Background: an optimization exercise with open tools, aiming at small area, a short achievable clock period and few clock cycles per item. Do not read the settings as production practice. Function not checked in this run: the RTL went through the layout flow alone. Power figures rest on the tool's default switching activity, not on a simulated workload.

### design/flow/run.sh
#!/bin/bash
# synth_recipe.tcl (not shown) runs the flow's synth.tcl, then flattens the netlist and writes it again
# the make line also repeats each setting of config.mk as NAME=value (left out here)
make -C /OpenROAD-flow-scripts/flow DESIGN_CONFIG=/design/flow/config.mk WORK_HOME=/design/flow/orfs CLKGATE_MAP_FILE= SYNTH_SCRIPT=/design/flow/synth_recipe.tcl finish
### design/flow/config.mk
export PLATFORM = sky130hd
export DESIGN_NAME = monarco_conv
export DESIGN_NICKNAME = monarco_conv
export VERILOG_FILES = /design/flow/design.v
export SDC_FILE = /design/flow/constraint.sdc
export NUM_CORES = 4
export LEC_CHECK = 0
export ABC_CLOCK_PERIOD_IN_PS = 7000
export CAP_MARGIN = 20
export CORE_MARGIN = 2
export CORE_UTILIZATION = 40
export SETUP_SLACK_MARGIN = 3
export SLEW_MARGIN = 20
### design/flow/constraint.sdc
create_clock -name core_clock -period 10.0 [get_ports {clk}]
set_input_delay 2.0000 -clock core_clock [delete_from_list [all_inputs] [get_ports {clk}]]
set_output_delay 2.0000 -clock core_clock [all_outputs]
set_load 0.01 [all_outputs]
### design/flow/design.v
module monarco_conv (
    input  wire        clk,
    input  wire        rst,
    input  wire        in_valid,
    output wire        in_ready,
    input  wire [31:0] in_word,
    input  wire [63:0] in_payload,
    output reg         out_valid,
    input  wire        out_ready,
    output reg  [15:0] out_code,
    output reg  [2:0]  out_status,
    output reg  [1:0]  out_warn
);
    reg        busy;
    reg        first;     
    reg        op_duty, op_aout, op_freq;
    reg        c_resv, c_idx, c_den0, c_num0;
    reg        ph_mul;    
    reg        ph_cmp;    
    reg        ph_div;    
    reg        ph_eq;     
    reg        ph_fin;    
    reg        ph_xit;    
    reg [3:0]  cnt;
    reg        cnt0;      
    reg        s_divd, s_divn;
    reg        s2_add2d, s2_add4d, s2_sub2d;
    reg        s2_corr;   
    reg [35:0] B1r;       
    reg        c1r;
    reg signed [32:0] R;
    reg [23:0] L;
    reg [31:0] D;         
    reg [31:0] N;         
    reg [3:0]  m10;       
    wire [7:0]  opcode = in_word[31:24];
    wire [3:0]  index  = in_word[3:0];
    wire [31:0] num    = in_payload[63:32];
    wire [31:0] den    = in_payload[31:0];
    wire is_duty = (opcode == 8'h12);
    wire is_freq = (opcode == 8'h13);
    wire is_aout = (opcode == 8'h14);
    wire known   = op_duty | op_aout | op_freq;
    wire num_neg = N[31];
    wire special = ~known | c_resv | c_idx | c_den0 | num_neg | c_num0 | (op_freq & D[31]);
    reg [20:0] sres;      
    always @(*) begin
        if (!known)                 sres = {3'd1, 18'd0};
        else if (c_resv)            sres = {3'd2, 18'd0};
        else if (c_idx)             sres = {3'd3, 18'd0};
        else if (c_den0)            sres = {3'd4, 18'd0};
        else if (op_duty & num_neg) sres = {3'd4, 18'd0};
        else if (op_aout & num_neg) sres = {3'd0, 2'b01, 16'd0};
        else                        sres = 21'd0;    
    end
    wire        sdiv  = s_divd | s_divn;
    wire [31:0] V     = s_divd ? D : N;              
    wire        l1    = sdiv & L[23];
    wire [35:0] A1    = {{2{R[32]}}, R, l1};
    wire [35:0] S1    = A1 + B1r + {35'd0, c1r};
    wire        q1    = ~S1[35];                      
    wire signed [32:0] Rd1 = q1 ? S1[32:0] : {R[31:0], L[23]};    
    wire signed [32:0] Rm1 = S1[35:3];                            
    wire signed [32:0] R1  = ph_div ? Rd1 : Rm1;
    wire        l2    = sdiv & ~s2_corr & L[22];
    wire [35:0] A2    = {{2{R1[32]}}, R1, l2};
    wire [35:0] B2    = ({36{sdiv & ~s2_corr}} & ~{4'd0, V})
                      | ({36{s2_corr}}  & ~{3'd0, N, 1'b0})
                      | ({36{s2_sub2d}} & ~{3'd0, D, 1'b0})
                      | ({36{s2_add2d}} &  {3'd0, D, 1'b0})
                      | ({36{s2_add4d}} &  {2'd0, D, 2'b0});
    wire        c2    = sdiv | s2_sub2d;
    wire [35:0] S2    = A2 + B2 + {35'd0, c2};
    wire        q2    = ~S2[35];
    wire signed [32:0] Rd2 = q2 ? S2[32:0] : {R1[31:0], L[22]};
    wire signed [32:0] Rm2 = S2[35:3];
    wire        ta   = (m10 >= 4'd5);
    wire [4:0]  va   = {m10, q1};
    wire [3:0]  ma   = ta ? (va - 5'd10) : va[3:0];
    wire        tb   = (ma >= 4'd5);
    wire [4:0]  vb   = {ma, q2};
    wire [3:0]  mb   = tb ? (vb - 5'd10) : vb[3:0];
    wire [14:0] qdm  = L[14:0] - 15'd1;
    wire [15:0] qd   = q2 ? {L[14:0], q1} : (q1 ? {L[14:0], 1'b0} : {qdm, 1'b1});
    wire [15:0] ta16 = {L[13:0], ta, tb};
    wire        a_hi = (ta16 >= 16'd4095);
    wire [20:0] ares = a_hi ? {3'd0, 2'b10, 16'd4095} : {5'd0, ta16};
    wire [22:0] Z    = L[22:0];
    wire        rz   = (R[31:0] == 32'd0);
    wire f_lt1  = (Z > 23'd8000000) | ((Z == 23'd8000000) & ~rz);
    wire f_t1   = (Z > 23'd800000)  | ((Z == 23'd800000)  & ~rz);
    wire f_t2   = (Z > 23'd80000)   | ((Z == 23'd80000)   & ~rz);
    wire f_t3   = (Z > 23'd8000)    | ((Z == 23'd8000)    & ~rz);
    wire f_hi   = (Z < 23'd80)      | ((Z == 23'd80)      & rz);
    reg  [15:0] fcode;
    always @(*) begin
        if (f_lt1 | f_hi) fcode = 16'd0;
        else if (f_t1)    fcode = {Z[22:9], 2'd3};
        else if (f_t2)    fcode = {Z[19:6], 2'd2};
        else if (f_t3)    fcode = {Z[16:3], 2'd1};
        else              fcode = {Z[13:0], 2'd0};
    end
    wire fin_div = ph_div & (op_aout | op_duty) & cnt0;
    wire fin_ok  = fin_div | ph_fin | ph_eq | ph_xit;
    wire fin_sp  = first & special;
    wire fin     = busy & (fin_sp | (~first & fin_ok));
    wire slot_free = ~out_valid | out_ready;
    assign in_ready = ~busy | (fin & slot_free);
    wire accept    = in_valid & in_ready;
    wire stall     = fin & ~slot_free;
    wire done      = fin & slot_free;
    wire step      = busy & ~stall;
    reg [20:0] res;
    always @(*) begin
        if (first)        res = sres;
        else if (fin_div) res = op_duty ? {5'd0, qd} : ares;
        else if (ph_eq)   res = (rz & ~L[0]) ? {5'd0, 16'hFFFF} : {3'd4, 18'd0};
        else if (ph_fin)  res = {5'd0, fcode};
        else              res = op_aout ? {3'd0, 2'b10, 16'd4095} : 21'd0;    
    end
    always @(posedge clk) begin
        if (rst) begin
            busy      <= 1'b0;
            out_valid <= 1'b0;
            first     <= 1'b0;
            ph_mul <= 1'b0; ph_cmp <= 1'b0; ph_div <= 1'b0; ph_eq <= 1'b0;
            ph_fin <= 1'b0; ph_xit <= 1'b0;
            s_divd <= 1'b0; s_divn <= 1'b0;
            s2_add2d <= 1'b0; s2_add4d <= 1'b0; s2_sub2d <= 1'b0; s2_corr <= 1'b0;
        end else begin
            if (out_valid & out_ready)
                out_valid <= 1'b0;
            if (done) begin
                out_valid  <= 1'b1;
                {out_status, out_warn, out_code} <= res;
            end
            if (accept) begin
                busy    <= 1'b1;
                first   <= 1'b1;
                D       <= den;
                N       <= num;
                m10     <= 4'd0;
                op_duty <= is_duty;
                op_aout <= is_aout;
                op_freq <= is_freq;
                c_resv  <= |in_word[23:4];
                c_idx   <= is_duty ? (index[3:2] != 2'b00) : (index[3:1] != 3'b000);
                c_den0  <= (den == 32'd0);
                c_num0  <= (num == 32'd0);
                ph_mul  <= ~is_duty;
                ph_div  <= is_duty;
                ph_cmp  <= 1'b0; ph_eq <= 1'b0; ph_fin <= 1'b0; ph_xit <= 1'b0;
                s_divd  <= is_duty;
                s_divn  <= 1'b0;
                s2_add2d <= 1'b0; s2_add4d <= 1'b0; s2_sub2d <= 1'b0; s2_corr <= 1'b0;
                cnt     <= is_duty ? 4'd8 : 4'd0;
                cnt0    <= 1'b0;
                R       <= is_duty ? {2'b00, num[31:1]} : (is_aout ? {1'b0, num} : 33'd0);
                if (is_duty) begin
                    B1r <= ~{4'd0, den};                                   c1r <= 1'b1;
                end else if (is_aout) begin
                    B1r <= ~{16'd0, num[31:12], |num[11:0]};               c1r <= ~|num[11:0];
                end else begin
                    B1r <= {2'd0, den, 2'b00};                             c1r <= 1'b0;
                end
                L       <= {is_duty & num[0], 23'd0};
            end else if (step) begin
                first <= 1'b0;
                if (done) begin
                    busy <= 1'b0;
                    ph_mul <= 1'b0; ph_cmp <= 1'b0; ph_div <= 1'b0; ph_eq <= 1'b0;
                    ph_fin <= 1'b0; ph_xit <= 1'b0;
                    s_divd <= 1'b0; s_divn <= 1'b0;
                    s2_add2d <= 1'b0; s2_add4d <= 1'b0; s2_sub2d <= 1'b0; s2_corr <= 1'b0;
                end else if (ph_mul) begin
                    R   <= Rm2;
                    cnt <= cnt + 4'd1;
                    if (op_aout) begin
                        L <= {S2[2:1], S1[2:1], (~N[11:0]) + 12'd1, 8'd0};
                        ph_mul <= 1'b0; ph_cmp <= 1'b1;
                        B1r <= ~{3'd0, D, 1'b0}; c1r <= 1'b1;
                    end else begin
                        L <= {S2[2:1], S1[2:1], L[23:4]};
                        case (cnt[1:0])
                        2'd0: begin    
                            B1r <= {3'd0, D, 1'b0}; c1r <= 1'b0;
                            s2_add4d <= 1'b0; s2_add2d <= 1'b0; s2_sub2d <= 1'b0;
                        end
                        2'd1: begin    
                            B1r <= {2'd0, D, 2'b0}; c1r <= 1'b0;
                            s2_add4d <= 1'b1; s2_add2d <= 1'b0; s2_sub2d <= 1'b0;
                        end
                        2'd2: begin    
                            B1r <= ~{3'd0, D, 1'b0}; c1r <= 1'b1;
                            s2_add4d <= 1'b1; s2_add2d <= 1'b0; s2_sub2d <= 1'b0;
                        end
                        default: begin
                            s2_add4d <= 1'b0; s2_add2d <= 1'b0; s2_sub2d <= 1'b0;
                            ph_mul <= 1'b0; ph_div <= 1'b1; s_divn <= 1'b1;
                            B1r <= ~{4'd0, N}; c1r <= 1'b1;
                            cnt  <= 4'd11;
                        end
                        endcase
                    end
                end else if (ph_cmp) begin
                    ph_cmp  <= 1'b0;
                    if (q1) begin
                        ph_xit <= 1'b1;
                    end else begin
                        ph_div <= 1'b1; s_divd <= 1'b1;
                        B1r <= ~{4'd0, D}; c1r <= 1'b1;
                        cnt  <= 4'd7;
                        cnt0 <= 1'b0;
                    end
                end else if (ph_div) begin
                    R   <= Rd2;
                    L   <= {L[21:0], op_aout ? ta : q1, op_aout ? tb : q2};
                    m10 <= mb;
                    cnt <= cnt - 4'd1;
                    cnt0 <= (cnt == 4'd1);
                    if (op_duty & (cnt == 4'd8) & q1) begin
                        ph_div <= 1'b0; ph_eq <= 1'b1; s_divd <= 1'b0;
                    end else if (op_freq & (cnt == 4'd11) & q1) begin
                        ph_div <= 1'b0; ph_xit <= 1'b1; s_divn <= 1'b0;
                    end else if (cnt0) begin
                        ph_div <= 1'b0; s_divd <= 1'b0; s_divn <= 1'b0;
                        ph_fin <= 1'b1;                  
                    end else if (op_duty & (cnt == 4'd1)) begin
                        s2_corr <= 1'b1;
                    end
                end
            end
        end
    end
endmodule
==> results.yml <==
status:
  outcome: "finished clean"
power_and_ir_drop:
  swShare_pct: 37.5
  p_leak_nw: 7.74
  seqPwrFrac_pct: 32.8
  worst_ir_drop_on_vdd_mv: 0.135
  switching_power_mw: 1.27
  power_density_nw_per_um2: 164
  combinationalPowerShare_pct: 38.2
  intPower_mw: 2.12
  clock_power_share_pct: 29.0
min_path:
  worst_hold_path_type: "reg -> reg"
  timing.hold.worst.start: "ph_xit$_SDFFE_PP0P_"
placed_design:
  placement.io_buffers: 121
  place_congestion: 0.906
  detailedPlacementHpwl_um: 48600
timing:
  max-slew-margin-rel_pct: 30.2
  timing.fmax_mhz: 149
  clock-skew-final_ns: 0.0120
  finalCriticalPeriod_ns: 6.72
  maxSlewViolCount: 0
  period_share_pct: 67.2
  tightest_slew_ns: 1.05
  timing.final.setup_violations: 0
  fin_tns_setup_ns: 0
  timing.final.hold_violations: 0
  rsz0062_at_grt: "false"
synth:
  ys_top_cells_by_area: "sky130_fd_sc_hd__edfxtp_1, sky130_fd_sc_hd__nand2_1, sky130_fd_sc_hd__ha_1, sky130_fd_sc_hd__a21oi_1, sky130_fd_sc_hd__o21ai_0"
  synth_seq_area_share_pct: 33.4
  synthDominantAreaCellType: "sky130_fd_sc_hd__edfxtp_1"
  synth_simple_gate_area_share_pct: 17.9
  ys_types: 88
  synth_xor_area_share_pct: 4.23
  dominant_combinational_cell_family_by_area_after_synthesis: "compound AO/OA/AOI/OAI gates"
  synth_top_cell_area_share_pct: 32.0
  ys_warn_count: 1
  syn-cell-area_um2: 18200
  ys_dominant_reg_cell: "sky130_fd_sc_hd__edfxtp_1"
  synth_compound_gate_area_share_pct: 27.7
  netlist_instances: 2186
  yosys-mux-area-fraction_pct: 6.08
  synth_edf_count: 194
  adder_cell_fraction_of_synth_area_pct: 6.00
  synthesis.nets: 2371
  synth-seq-cells: 207
  synthArstFlopShare_pct: 0
  synth.avg_cell_area_um2: 8.34
detailed_routing:
  vias_per_cell: 6.33
  routed_wl_um: 67600
  first_iter_violations: 1820
  route.vias.total: 17800
  firstDrtPassIters: 6
  drtAntennaViolNets: 0
  remaining_routing_drc_violations: 0
  routed_wire_length_per_instance_um: 24.0
worst_setup_path:
  required_ns: 10.31
  path_max_fanout: 34
  first_element_of_the_critical_path: "s_divn$_SDFFE_PP0P_"
  setup.worst_path.end_class: "register"
  critPathLaunchType: "register"
  ws_path_type: "reg -> reg"
  worst_r2r_startpoint: "s_divn$_SDFFE_PP0P_"
  worst_ep_arrival_time_ns: 7.03
cells_and_area:
  fin_nets: 2387
  n_antenna_cell: 0
  most_frequent_cells_in_the_layout: "sky130_fd_sc_hd__nand2_1, sky130_fd_sc_hd__a21oi_1, sky130_fd_sc_hd__edfxtp_1"
  postLayoutCoreUtil_pct: 45.9
  area.growth.synth_to_final_pct: 13.7
  drive_above_1_share_pct: 7.29
  mostFrequentLayoutCell: "sky130_fd_sc_hd__nand2_1"
global_route:
  met3_usage_pct: 4.07
  first_pass_grt_wire_length_um: 101000
  antenna_found_initial: 0
  met1_usage_pct: 36.8
  grt_use_total_pct: 27.5
  globalRouteMet2Util_pct: 45.3
  overflow: 0
  number_of_global_route_vias_before_repair: 16800
  globalRoute.busiestLayer: "met2"
  maximum_number_of_pins_on_one_net_before_global_route_repair: 69
die:
  floorplan.die.height_um: 217
  floorplan.die_area_um2: 47300
  rows: 78
  num_io_pins: 123
  die_width_um: 217
  design.core.area_um2: 45200
  starting_utilization_of_the_core_area_pct: 40.3
cts:
  cts_max_path_buffers: 3
  post-cts-setup-buffers: 0
  clock_input_transition_at_the_sequential_cells_of_the_worst_setup_and_hold_paths_ns: 0.06
  clock_insertion_delay_worst_skew_ns: 0.56
  tritoncts: "built"
  clkSinkCount: 207
  h-tree-depth: 1
  cts_made_buffers: 25
  ctsRootBufferMaster: "sky130_fd_sc_hd__clkbuf_16"
run:
  maxCapViolCount: 0
-- cell families after synthesis --
kind of cell	count (synthesis)
compound gates	774
xor+xnor	88
buf+inv	213
flops	207
mux	105
fa+ha+maj	85
simple gates	714
-- worst paths after layout --
kind	to	slack, ns	cells past startpoint
worst max register to register	R[26]$_DFFE_PP_	3.28	22
worst max-delay path	R[26]$_DFFE_PP_	3.28	22
worst min register to register	ph_xit$_SDFFE_PP0P_	0.53	2
worst min-delay path	ph_xit$_SDFFE_PP0P_	0.53	2
-- layer usage --
layer	share of wire (%)	vias up
met1	43	8626
met4	3.2	0
met3	7.9	115
met5	0	-
li1	-	8295
met2	46	810
-- layout make-up --
cell class                      count  area (µm²)
Fill cell                        4372       24500
Multi-Input combinational cell   1766       11400
Inverter                           54         203
Sequential cell                   207        6090
Clock inverter                     21         239
Clock buffer                       25         626
Timing Repair Buffer              148        1420
Tap cell                          600         751
-- synthesized netlist by cell type, types with 7 or more instances --
cell type / n
sky130_fd_sc_hd__nand2_1: 291
sky130_fd_sc_hd__a21oi_1: 198
sky130_fd_sc_hd__edfxtp_1: 194
sky130_fd_sc_hd__nor2_1: 178
sky130_fd_sc_hd__o21ai_0: 169
sky130_fd_sc_hd__clkbuf_1: 108
sky130_fd_sc_hd__ha_1: 81
sky130_fd_sc_hd__mux2i_1: 59
sky130_fd_sc_hd__xnor2_1: 57
sky130_fd_sc_hd__a211oi_1: 54
sky130_fd_sc_hd__inv_1: 51
sky130_fd_sc_hd__mux2_2: 46
sky130_fd_sc_hd__nor4_1: 46
sky130_fd_sc_hd__a21o_1: 45
sky130_fd_sc_hd__o22ai_1: 44
sky130_fd_sc_hd__nor3_1: 38
sky130_fd_sc_hd__a31oi_1: 37
sky130_fd_sc_hd__xor2_1: 31
sky130_fd_sc_hd__nand3_1: 30
sky130_fd_sc_hd__a22oi_1: 25
sky130_fd_sc_hd__buf_2: 25
sky130_fd_sc_hd__nand4_1: 24
sky130_fd_sc_hd__o211ai_1: 24
sky130_fd_sc_hd__and3_1: 20
sky130_fd_sc_hd__buf_1: 20
sky130_fd_sc_hd__o21a_1: 20
sky130_fd_sc_hd__nand2b_1: 17
sky130_fd_sc_hd__a221o_1: 16
sky130_fd_sc_hd__o21bai_1: 16
sky130_fd_sc_hd__and2_1: 14
sky130_fd_sc_hd__dfxtp_1: 13
sky130_fd_sc_hd__nor2b_1: 11
sky130_fd_sc_hd__o221ai_1: 11
sky130_fd_sc_hd__a222oi_1: 10
sky130_fd_sc_hd__o31ai_1: 10
sky130_fd_sc_hd__or3_1: 10
sky130_fd_sc_hd__a221oi_1: 9
sky130_fd_sc_hd__o211a_1: 9
sky130_fd_sc_hd__o21ai_1: 8
sky130_fd_sc_hd__a211o_1: 7
sky130_fd_sc_hd__and4_1: 7
-- what timing repair did --
item                                    CTS  global route
hold buffers                              0             0
resized for setup                         1             7
endpoints found under the setup margin    1            11
-- through the flow --
step / cell area [µm²] / setup WS, ns / instances / hold WS (ns) / power [mW]
after floorplan: 18200 / 3.36 / 2186 / 0.480 / 2.01
after global placement: 19800 / 3.19 / 2775 / 0.496 / 2.37
after detailed placement: 19800 / 2.96 / 2775 / 0.510 / 2.38
after CTS: 20700 / 3.18 / 2821 / 0.524 / 3.37
after global routing: 20700 / 3.05 / 2821 / 0.570 / 3.54
final: 20700 / 3.28 / 2821 / 0.533 / 3.39
-- critical path, stage by stage, from the launching register on --
cell	delay [ns]
sky130_fd_sc_hd__dfxtp_1	0.41
sky130_fd_sc_hd__or2_2	0.19
sky130_fd_sc_hd__nand2_1	0.08
sky130_fd_sc_hd__fa_1	0.42
sky130_fd_sc_hd__nor2b_1	0.18
sky130_fd_sc_hd__o31a_1	0.22
sky130_fd_sc_hd__nand3_1	0.18
sky130_fd_sc_hd__a31o_1	0.29
sky130_fd_sc_hd__o21a_4	0.27
sky130_fd_sc_hd__o21ai_4	0.17
sky130_fd_sc_hd__buf_6	0.32
sky130_fd_sc_hd__nand2_1	0.10
sky130_fd_sc_hd__a31oi_1	0.31
sky130_fd_sc_hd__ha_1	0.37
sky130_fd_sc_hd__a2111oi_2	0.42
sky130_fd_sc_hd__o21ai_1	0.32
sky130_fd_sc_hd__nand3_1	0.31
sky130_fd_sc_hd__a21oi_1	0.14
sky130_fd_sc_hd__o22ai_2	0.13
sky130_fd_sc_hd__buf_4	0.31
sky130_fd_sc_hd__nand2b_1	0.75
sky130_fd_sc_hd__o221ai_1	0.26
sky130_fd_sc_hd__a31o_2	0.27
-- sequential cells by signal, indices dropped and copies added, names as in the netlist, 2 cells and up --
signal      flops
out_code       16
L              24
D              32
N              32
B1r            35
cnt             4
m10             4
R              33
out_warn        2
out_status      3
-- power by group through the flow --
stage	Clock (mW)	Combinational, mW	Sequential (mW)
global route	1.02	1.40	1.12
detailed placement	0	1.25	1.13
global placement	0	1.24	1.13
CTS	0.997	1.26	1.11
floorplan	0	0.919	1.09
finish	0.983	1.29	1.11

-- separate check: timing with driven ports --
No port has a modelled driver above. Below, the same layout with a new extraction and two added sets of constraints.
Step 1, drivers: a clkbuf_16 drives clk and a buf_2 each remaining input, both assumed.
Step 2 adds t to the input delays and takes it off the output delays; t is the mean of the earliest and latest rising clock arrival at the registers after step 1. Input paths then give back, and output paths get back, about the clock's delay inside the block.
Slacks: ideal ports / drivers / drivers and shift; pairs: ideal ports / drivers.
t, ns: 0.609
slack for setup (ns): 3.281 / 3.281 / 3.281
latest minus earliest clock arrival (ns): 0.012 / 0.013
pins driven straight from the clock port: 1
After both steps setup and hold are still met in this run. The setup slack of this run moves by 0.000 ns with the drivers and by 0.000 ns with both steps.
